Source: an optimization exercise on an open RTL-to-GDS flow (aim: small area). Production flows keep margins and buffers that such runs may drop.
In this exercise RTL edits were held to simulation tests only and were not proved equivalent to the original.
Power and IR drop assume default switching activity.

## pfse_frdec
module pfse_frdec (
    input  wire        clk,
    input  wire        rst,
    input  wire        in_valid,
    input  wire [7:0]  in_data,
    input  wire        in_last,
    output wire        out_valid,
    output wire [1:0]  out_demux,       
    output wire [11:0] out_status,      
    output wire [6:0]  out_rel_id,
    output wire        out_agg,
    output wire [31:0] out_entry_id,
    output wire [31:0] out_attr2,
    output wire [31:0] out_attr3,
    output wire [31:0] out_udp_ports,   
    output wire [31:0] out_udp_lencs,   
    output wire [15:0] out_pay_off,
    output wire [15:0] out_pay_len,
    output wire [47:0] out_dmac,
    output wire [47:0] out_smac,
    output wire [31:0] out_src_ip,
    output wire [31:0] out_dst_ip,
    output wire [3:0]  out_ihl,
    output wire [7:0]  out_proto,
    output wire [15:0] out_totlen
);
Size: ~420 I/O pins, ~17000 um^2 of cells after synthesis.
==> flow/config.mk <==
export PLATFORM = sky130hd
export DESIGN_NAME = pfse_frdec
export DESIGN_NICKNAME = pfse_frdec
export VERILOG_FILES = /design/flow/design.v
export SDC_FILE = /design/flow/constraint.sdc
export NUM_CORES = 4
export LEC_CHECK = 0
export ABC_AREA = 0
export CAP_MARGIN = 0
export CORE_MARGIN = 2
export CORE_UTILIZATION = 72
export SLEW_MARGIN = 0
==> flow/constraint.sdc <==
create_clock -name core_clock -period 20.0 [get_ports {clk}]
set_input_delay 4.0000 -clock core_clock [delete_from_list [all_inputs] [get_ports {clk}]]
set_output_delay 4.0000 -clock core_clock [all_outputs]
set_load 0.01 [all_outputs]
standard.sh (not shown) runs the stock make flow with config.mk's settings and CLKGATE_MAP_FILE= SYNTH_SCRIPT=/design/flow/synth_recipe.tcl, a recipe that flattens the netlist after the stock synthesis.
==> flow/flow/run.sh <==
#!/bin/bash
# Standard layout (standard.sh), with the port buffers made from the smallest
# buffer cell and a smaller clock tree: clkbuf leaves over clusters of nearby
# flip-flops, no dummy loads.
set -euo pipefail
export BUFFER_PORTS_ARGS="-buffer_cell sky130_fd_sc_hd__buf_1"
export CTS_ARGS="-sink_clustering_enable -repair_clock_nets -dont_use_dummy_load -buf_list sky130_fd_sc_hd__clkbuf_4 -sink_clustering_size 10 -sink_clustering_max_diameter 35"
bash standard.sh > standard.log 2>&1
==> next run, changes <==
--- a/flow/config.mk
+++ b/flow/config.mk
@@ -9,4 +9,4 @@
 export CAP_MARGIN = 0
 export CORE_MARGIN = 2
-export CORE_UTILIZATION = 72
+export CORE_UTILIZATION = 70
 export SLEW_MARGIN = 0
Clock power came out higher by about 2%.
Via count grows by 0.83%.
Total power grows by 0.63%.
Design area stays flat.
Die area rose by 2.8%.
Synthesized cell count is unchanged.
Final cell count grows by 0.41%.
Setup slack gets better by 0.0062 ns.
==> next run, changes <==
==> flow/flow/run.sh (replaced) <==
#!/bin/bash
# Standard layout (standard.sh), with the port buffers made from the smallest
# buffer cell and a smaller clock tree: clkbuf leaves over clusters of nearby
# flip-flops, no dummy loads.
set -euo pipefail
export BUFFER_PORTS_ARGS="-buffer_cell sky130_fd_sc_hd__buf_1"
export CTS_ARGS="-sink_clustering_enable -repair_clock_nets -dont_use_dummy_load -buf_list sky130_fd_sc_hd__clkbuf_4 -sink_clustering_size 10 -sink_clustering_max_diameter 40"
bash standard.sh > standard.log 2>&1
Effect: Worst hold slack got worse by 0.012 ns. Non-clock buffer count stays the same. Design area hardly moves. Worst setup slack barely changes. Total power went down by 0.72%. Critical path depth stays the same. Wire length hardly moves. Clock power went down by about 3%. Global-route usage went down by 0.14 points. Core utilization stays flat. Clock-buffer cell count went down by 4.

pfse_frdec, a different RTL version from the one above (not shown whole).
Size: roughly 1,600 cells after synthesis, ~400 flip-flops, ~420 I/O pins, about 19,000 sq um of cells after synthesis.
make LEC_CHECK=0 CAP_MARGIN=20 CORE_MARGIN=2 CORE_UTILIZATION=40 SLEW_MARGIN=20 finish   # period 20.0 ns
run.sh (not shown) runs the stock make flow with config.mk's settings and CLKGATE_MAP_FILE= SYNTH_SCRIPT=/design/flow/synth_recipe.tcl, a recipe that flattens the netlist after the stock synthesis.
Stock flow here: none of the scripts above is used.
The baseline produced a clean layout.
Then changed:
==> flow/flow/run.sh (new file) <==
#!/bin/bash
# Standard layout, with the port buffers made from the smallest buffer cell.
set -euo pipefail
export BUFFER_PORTS_ARGS="-buffer_cell sky130_fd_sc_hd__buf_1"
bash standard.sh > standard.log 2>&1
==> flow/standard.sh (new file) <==
#!/bin/bash
# synth_recipe.tcl (not shown) runs the flow's synth.tcl, then flattens the netlist and writes it again
# the make line also repeats each setting of config.mk as NAME=value (left out here)
make -C /OpenROAD-flow-scripts/flow DESIGN_CONFIG=/design/flow/config.mk WORK_HOME=/design/flow/orfs CLKGATE_MAP_FILE= SYNTH_SCRIPT=/design/flow/synth_recipe.tcl "${@:-finish}"
Settings changed: CTS_BUF_LIST from default to sky130_fd_sc_hd__clkbuf_4, CTS_CLUSTER_SIZE from default to 20.
removed: flow/run.sh
The new run passed the timing, DRC and antenna checks.
Final area falls by 10%.
Clock-buffer cell count climbs by 109.
Sequential cell count is unchanged.
Worst setup slack is better by 0.14 ns.
Synthesized area does not change.
Wire length came out lower by about 3%.
Clock skew goes up by 0.054 ns.

-- what the ideal ports hide --
No port has a modelled driver above. Below, the same layouts with a new extraction and two added sets of constraints. Step 1 sets driving cells, clkbuf_16 on the clock port and buf_2 on the other inputs (assumed; they add their load-dependent delay and slew). Step 2 moves the port delays by t, midway between the first and last clock arrival at a register: inputs arrive t later, outputs are due t later. That takes back most of the time a late clock gives input paths. Slacks: ideal ports / drivers / drivers and shift; pairs: ideal ports / drivers.
| run | t, ns | slack for setup (ns) | pins driven straight from the clock port |
|---|---|---|---|
| the first run of note 1 | 0.725 | 8.821 / 8.772 / 9.497 | 1 |
| the second run of note 1 | 0.704 | 8.827 / 8.779 / 9.482 | 1 |
| the third run of note 1 | 0.709 | 8.827 / 8.777 / 9.486 | 1 |
| the first run of note 2 | 0.619 | 10.390 / 10.340 / 10.853 | 1 |
| the second run of note 2 | 0.897 | 10.530 / 10.478 / 11.376 | 1 |
After both steps every run listed still meets setup and hold.
